This design comes from an exercise in tuning for small area, a short achievable clock period and few clock cycles per item on the open sky130 flow, not from production work.
Only simulation tests tie the RTL to the original design; equivalence was not proved.

<file path="design/flow/run.sh">
#!/bin/bash
# synth_recipe.tcl (not shown) runs the flow's synth.tcl, then flattens the netlist and writes it again
# the make line also repeats each setting of config.mk as NAME=value (left out here)
make -C /OpenROAD-flow-scripts/flow DESIGN_CONFIG=/design/flow/config.mk WORK_HOME=/design/flow/orfs CLKGATE_MAP_FILE= SYNTH_SCRIPT=/design/flow/synth_recipe.tcl finish
</file>
<file path="design/flow/config.mk">
export PLATFORM = sky130hd
export DESIGN_NAME = chirp_radar_ranger
export DESIGN_NICKNAME = chirp_radar_ranger
export VERILOG_FILES = /design/flow/design.v
export SDC_FILE = /design/flow/constraint.sdc
export NUM_CORES = 4
export LEC_CHECK = 0
export CAP_MARGIN = 20
export CORE_MARGIN = 2
export CORE_UTILIZATION = 40
export SLEW_MARGIN = 20
</file>
<file path="design/flow/constraint.sdc">
create_clock -name core_clock -period 13.0 [get_ports {clk}]
set_input_delay 2.6000 -clock core_clock [delete_from_list [all_inputs] [get_ports {clk}]]
set_output_delay 2.6000 -clock core_clock [all_outputs]
set_load 0.01 [all_outputs]
</file>
<file path="design/flow/design.v">
module chirp_correlator (
    input  wire        clk,
    input  wire        rst,
    input  wire        shift_en,    
    input  wire [15:0] x,           
    input  wire [6:0]  k,           
    output reg         done,        
    output reg  [5:0]  best_idx,
    output reg  [27:0] best_amp
);
    localparam R = 16;
    function automatic signed [7:0] chirp(input integer n);
        case (n)
            0: chirp = 8'sd0;     1: chirp = 8'sd39;    2: chirp = 8'sd87;
            3: chirp = 8'sd119;   4: chirp = 8'sd92;    5: chirp = -8'sd9;
            6: chirp = -8'sd112;  7: chirp = -8'sd75;   8: chirp = 8'sd82;
            9: chirp = 8'sd86;   10: chirp = -8'sd97;  11: chirp = -8'sd35;
           12: chirp = 8'sd118;  13: chirp = -8'sd89;  14: chirp = 8'sd8;
           default: chirp = 8'sd63;
        endcase
    endfunction
    reg  [15:0] win [0:R-1];
    reg         w_valid;
    reg  [6:0]  w_k;
    integer i;
    always @(posedge clk) begin
        if (rst) begin
            w_valid <= 1'b0;
            w_k     <= 7'd0;
        end else begin
            w_valid <= shift_en;
            if (shift_en)
                w_k <= k;
        end
        if (shift_en) begin
            for (i = 0; i < R - 1; i = i + 1)
                win[i] <= win[i+1];
            win[R-1] <= x;
        end
    end
    reg signed [27:0] corr;
    always @(*) begin
        corr = 28'sd0;
        for (i = 0; i < R; i = i + 1)
            corr = corr + $signed(win[i]) * chirp(i);
    end
    wire [27:0] mag = corr[27] ? -corr : corr;
    wire        lag_ok = w_valid && (w_k >= 7'd15);
    wire [5:0]  lag    = w_k[5:0] - 6'd15;
    wire        last_lag = (w_k == 7'd78);
    always @(posedge clk) begin
        if (rst) begin
            done     <= 1'b0;
            best_idx <= 6'd0;
            best_amp <= 28'd0;
        end else begin
            done <= lag_ok && last_lag;
            if (lag_ok) begin
                if (w_k == 7'd15 || mag > best_amp) begin
                    best_idx <= lag;
                    best_amp <= mag;
                end
            end
        end
    end
endmodule
module chirp_radar_ranger (
    input  wire        clk,
    input  wire        rst,
    input  wire        key_valid,
    input  wire [7:0]  key_char,
    input  wire        in_valid,
    output wire        in_ready,
    input  wire [15:0] mic,
    input  wire [31:0] now,
    output reg         out_valid,
    input  wire        out_ready,
    output reg  [15:0] out_left,
    output reg         out_last,
    output reg         ev_valid,
    output reg         ev_kind,       
    output reg  [7:0]  ev_char,
    output reg  [5:0]  ev_index,
    output reg  [13:0] ev_dist,       
    output reg  [27:0] ev_amp
);
    localparam N          = 64;
    localparam R          = 16;
    localparam [31:0] TX_PERIOD = 32'd256;
    localparam [1:0]  ECHO_DELAY = 2'd1;
    localparam [6:0]  DIST_PER_LAG = 7'd85;    
    function automatic signed [7:0] chirp(input integer n);
        case (n)
            0: chirp = 8'sd0;     1: chirp = 8'sd39;    2: chirp = 8'sd87;
            3: chirp = 8'sd119;   4: chirp = 8'sd92;    5: chirp = -8'sd9;
            6: chirp = -8'sd112;  7: chirp = -8'sd75;   8: chirp = 8'sd82;
            9: chirp = 8'sd86;   10: chirp = -8'sd97;  11: chirp = -8'sd35;
           12: chirp = 8'sd118;  13: chirp = -8'sd89;  14: chirp = 8'sd8;
           default: chirp = 8'sd63;
        endcase
    endfunction
    reg        key_pend;
    reg  [7:0] key_q;
    reg  [5:0] cnt;             
    reg [31:0] next_tx;
    reg        armed;
    reg  [1:0] echo_cnt;
    reg  [5:0] zero_off;
    reg  [5:0] last_peak;
    reg        blk_tx;          
    reg        blk_det;         
    reg        blk_recal;       
    reg        busy;            
    reg  [3:0] tail;
    wire out_free = !out_valid || out_ready;
    assign in_ready = out_free && !busy;
    wire acc   = in_valid && in_ready;
    wire first = (cnt == 6'd0);
    wire last  = (cnt == N - 1);
    wire        fired     = (now >= next_tx);
    wire        arm_now   = fired ? 1'b1 : armed;
    wire [1:0]  ecnt_now  = fired ? ECHO_DELAY : echo_cnt;
    wire        det_now   = arm_now && (ecnt_now == 2'd0);
    wire        is_r      = (key_q == 8'h72);
    wire        cur_tx    = first ? fired   : blk_tx;
    wire        cur_det   = first ? det_now : blk_det;
    wire        c_done;
    wire [5:0]  c_idx;
    wire [27:0] c_amp;
    wire        c_shift = (acc && cur_det) || (busy && tail != 4'd0);
    wire [15:0] c_x     = busy ? 16'd0 : mic;
    wire [6:0]  c_k     = busy ? (7'd79 - {3'd0, tail}) : {1'b0, cnt};
    chirp_correlator u_corr (
        .clk      (clk),
        .rst      (rst),
        .shift_en (c_shift),
        .x        (c_x),
        .k        (c_k),
        .done     (c_done),
        .best_idx (c_idx),
        .best_amp (c_amp)
    );
    wire [6:0]  rel  = {1'b0, c_idx} - {1'b0, zero_off};
    wire [13:0] dist_v = $signed(rel) * $signed({1'b0, DIST_PER_LAG});
    always @(posedge clk) begin
        if (rst) begin
            key_pend  <= 1'b0;
            key_q     <= 8'd0;
            cnt       <= 6'd0;
            next_tx   <= 32'd0;
            armed     <= 1'b0;
            echo_cnt  <= 2'd0;
            zero_off  <= 6'd0;
            last_peak <= 6'd0;
            blk_tx    <= 1'b0;
            blk_det   <= 1'b0;
            blk_recal <= 1'b0;
            busy      <= 1'b0;
            tail      <= 4'd0;
            ev_valid  <= 1'b0;
            ev_kind   <= 1'b0;
            ev_char   <= 8'd0;
            ev_index  <= 6'd0;
            ev_dist   <= 14'd0;
            ev_amp    <= 28'd0;
        end else begin
            ev_valid <= 1'b0;
            if (acc) begin
                cnt <= cnt + 6'd1;
                if (first) begin
                    blk_tx  <= fired;
                    blk_det <= det_now;
                    if (fired)
                        next_tx <= now + TX_PERIOD;
                    if (det_now) begin
                        armed    <= 1'b0;
                        echo_cnt <= ecnt_now;
                    end else begin
                        armed    <= arm_now;
                        echo_cnt <= (arm_now && ecnt_now != 2'd0) ? ecnt_now - 2'd1
                                                                   : ecnt_now;
                    end
                    blk_recal <= key_pend && is_r;
                    if (key_pend && !is_r) begin
                        ev_valid <= 1'b1;
                        ev_kind  <= 1'b0;
                        ev_char  <= key_q;
                    end
                    if (key_pend && is_r && !det_now)
                        zero_off <= last_peak;
                end
                if (last && cur_det) begin
                    busy <= 1'b1;
                    tail <= R - 1;
                end
            end
            if (busy && tail != 4'd0)
                tail <= tail - 4'd1;
            if (c_done) begin
                busy      <= 1'b0;
                last_peak <= c_idx;
                ev_valid  <= 1'b1;
                ev_kind   <= 1'b1;
                ev_index  <= c_idx;
                ev_dist   <= dist_v;
                ev_amp    <= c_amp;
                if (blk_recal)
                    zero_off <= c_idx;
            end
            if (key_valid) begin
                key_pend <= 1'b1;
                key_q    <= key_char;
            end else if (acc && first) begin
                key_pend <= 1'b0;
            end
        end
    end
    wire [7:0] tx_sample = chirp(cnt);
    reg [15:0] left;
    always @(*) begin
        left = 16'd0;
        if (cur_tx && cnt < R)
            left = {{8{tx_sample[7]}}, tx_sample};
    end
    always @(posedge clk) begin
        if (rst) begin
            out_valid <= 1'b0;
            out_left  <= 16'd0;
            out_last  <= 1'b0;
        end else if (out_free) begin
            out_valid <= acc;
            if (acc) begin
                out_left <= left;
                out_last <= last;
            end
        end
    end
endmodule
</file>
==> results.txt <==
-- per-stage QoR --
step           cell area (µm²)  hold WS [ps]   util  TNS, ps
2_1_floorplan            58800           426      -        0
3_3_place_gp             62700           442  0.430        0
3_5_place_dp             62700           447  0.430        0
4_1_cts                  64700           455  0.444        0
5_1_grt                  65000           483  0.446    -2830
6_report                 65000           453  0.446        0
-- worst max-delay path: cells and delay by family (launching register included) --
family / cells / cell delay [ps]
AO/OA/AOI/OAI: 11 / 1840
XOR/XNOR: 3 / 1290
flip-flops: 1 / 540
adder cells (fa/ha/maj): 13 / 6410
AND/OR/NAND/NOR: 9 / 1830
buffers and inverters: 6 / 590
-- cell usage in the layout (no fill, tap or decap), drive strengths merged, types with 35 or more instances in the layout --
cell,Yosys,routed
a211oi,88,88
a21o,88,88
a21oi,233,233
buf,21,83
clkbuf,54,81
clkdlybuf4s50,0,136
dfxtp,183,183
edfxtp,240,240
fa,835,835
ha,944,944
inv,1473,1479
mux2i,75,75
nand2,156,156
nand2b,37,37
nand3,75,75
nor2,333,333
nor2b,50,50
nor3,86,86
o21a,35,35
o21ai,134,134
xnor2,238,238
xor2,125,125
-- final timing paths --
kind,start,end,cells past startpoint
setup / recovery,u_corr.win[15][7],u_corr.best_amp[15],42
hold / removal,blk_recal,blk_recal,2
hold reg to reg,blk_recal,blk_recal,2
setup reg to reg,u_corr.win[15][7],u_corr.best_amp[15],42
-- routing by layer --
| metal | vias up | wire length [µm] | global-route usage |
|---|---|---|---|
| met3 | 215 | 8890 | 0.0361 |
| met4 | 2 | 5990 | 0.0754 |
| met2 | 848 | 65500 | 0.312 |
| met5 | - | 11 | 0 |
| li1 | 19248 | - | - |
| met1 | 19924 | 67100 | 0.275 |
-- layout make-up --
class,instances,area (µm²)
flip-flops and latches,423,10900
multi-input cells,3892,42100
clock inverters,26,394
inverters,1474,5530
clock buffers,80,1620
well taps,1917,2400
repair buffers,220,2040
diodes,4,10.0
fillers,13847,80700
-- registers in the layout, summed over array words and instances (netlist names), 7 cells and up, named ones only --
signal,cells
u_corr.win,240
ev_char,8
ev_dist,14
key_q,8
u_corr.w_k,7
ev_amp,28
u_corr.best_amp,28
next_tx,32
out_left,8
-- cells by family after synthesis --
family,Yosys count
mux,81
fa+ha+maj,1780
xor+xnor,364
simple gates,894
compound gates,773
flops,423
buf+inv,1549
-- repair_timing --
action,in CTS,in global routing
hold buffers,0,0
resized for setup,0,25
setup buffers,0,18
setup endpoints to repair,0,34
==> results.txt <==
largest net degree at the start of global routing 74; initial antenna violation count 5; top area cells in the synthesized netlist fa_1, ha_1, edfxtp_1; syn avg cell area 10.0 µm²; final hold vios 0; Worst Path Required 13550 ps; Layout Cells excl Fill 8036; Distinct cells, synth 92; Syn-to-layout area delta 10.6%; FF-to-FF setup slack 380 ps; CP peak stage delay 610 ps; clk buf depth 3; largest family of logic cells by synthesized area adder cells; Crit Path Category register to register; row count 140; CTS buffer count 57; Mapped Nets 7704; Setup violations, final 0; DR DRC count 0; IO buf count 137; Worst Setup End Kind register; post-synth top area share 0.284; Routed WL 148000 µm; Clk Latency, worst-skew pair 700 ps; Max-Cap Viols 0; status complete, no violations; max frequency 0.0792 GHz; Worst Path Arrival 13180 ps; DR iter-0 viols 2196; Final ANT Viol Nets 0; worst min-delay path class register to register; Avg Vias per Cell 5.01; Final nets 7908; Main synth FF type edfxtp_1; flops & latches, synth 423; Initial DRT Pass Iterations 6; clk sinks 423; CTS Root Cell clkbuf_16; XOR/XNOR share of the synthesized area 0.0549; slowest CP cell xnor2_1; first-pass GRT wire length 233000 µm; dpl hpwl 126000 µm; clock skew 50.1 ps; GP Congestion 0.914; Tot GR Track Use 0.200; area share of fa/ha/maj cells after synthesis 0.486; Synth area leader fa_1; CP startpoint kind register; routed len/inst 18.4 µm; top cells by count, synth inv_1, ha_1, fa_1, nor2_1, edfxtp_1; Synth Warn # 3; Slew Viols, Final 0; ys async rst share 0; H-tree levels 2; grt total ovfl 0; Gate Count Post-Synth 5864; placed instance count 7907; sequential area share after synthesis 0.185; post-synthesis mux area share 0.0139; part of the cycle the worst path needs 0.971; total die area 150000 µm²; most frequent cell after synthesis inv_1; # IOs 138; simple-gate area share of the yosys netlist 0.0731; slack of the critical path 377 ps; Top cell by count, worst path fa_1; unrepaired setup endpoints after global routing true; DP Worst Slack 155 ps; detailed-route via count 40237; share of layout cells above drive strength 1 0.0443; clk slew on worst S/H paths 60 ps; Core Region 146000 µm²; Synth Area in Compound Gates 0.0874; vias in the first global route 41800; Post-synth EDFFs 240; Final min period 12620 ps; Die Wd 387 µm; Max FO, Critical Path 19; Rel. slew slack 0.318; Initial Utilization 0.403; die height 387 µm; CTS tree done; area of the mapped netlist 58800 µm²; Worst-Margin Slew 1020 ps
Testbench counts, summed over its fixed seeds: cycles 34,952, items 32,768.

-- afterwards: timing with drivers on the ports --
The results above use ideal ports. As a check the final layout listed here was re-extracted and re-timed, cells and wires unchanged. Step 1 assumes that a clkbuf_16 drives the clock port and a buf_2 every other input. Step 2 adds t to the input delays and takes it off the output delays; t is the mean of the earliest and latest rising clock arrival at the registers after step 1. Input paths then give back, and output paths get back, about the clock's delay inside the block. Three values: ideal, step 1, step 2; two values: the first two.
t, ns: 0.745
setup WS [ns]: 0.377 / 0.377 / 0.377
worst setup path after step 2: register to register
worst register clock-pin slew, ns: 0.07 / 0.07
worst slew at a driven data input, ns: 0.08
After both steps this run still meets setup and hold. The setup slack of this run moves by 0.000 ns with the drivers and by 0.000 ns with both steps.
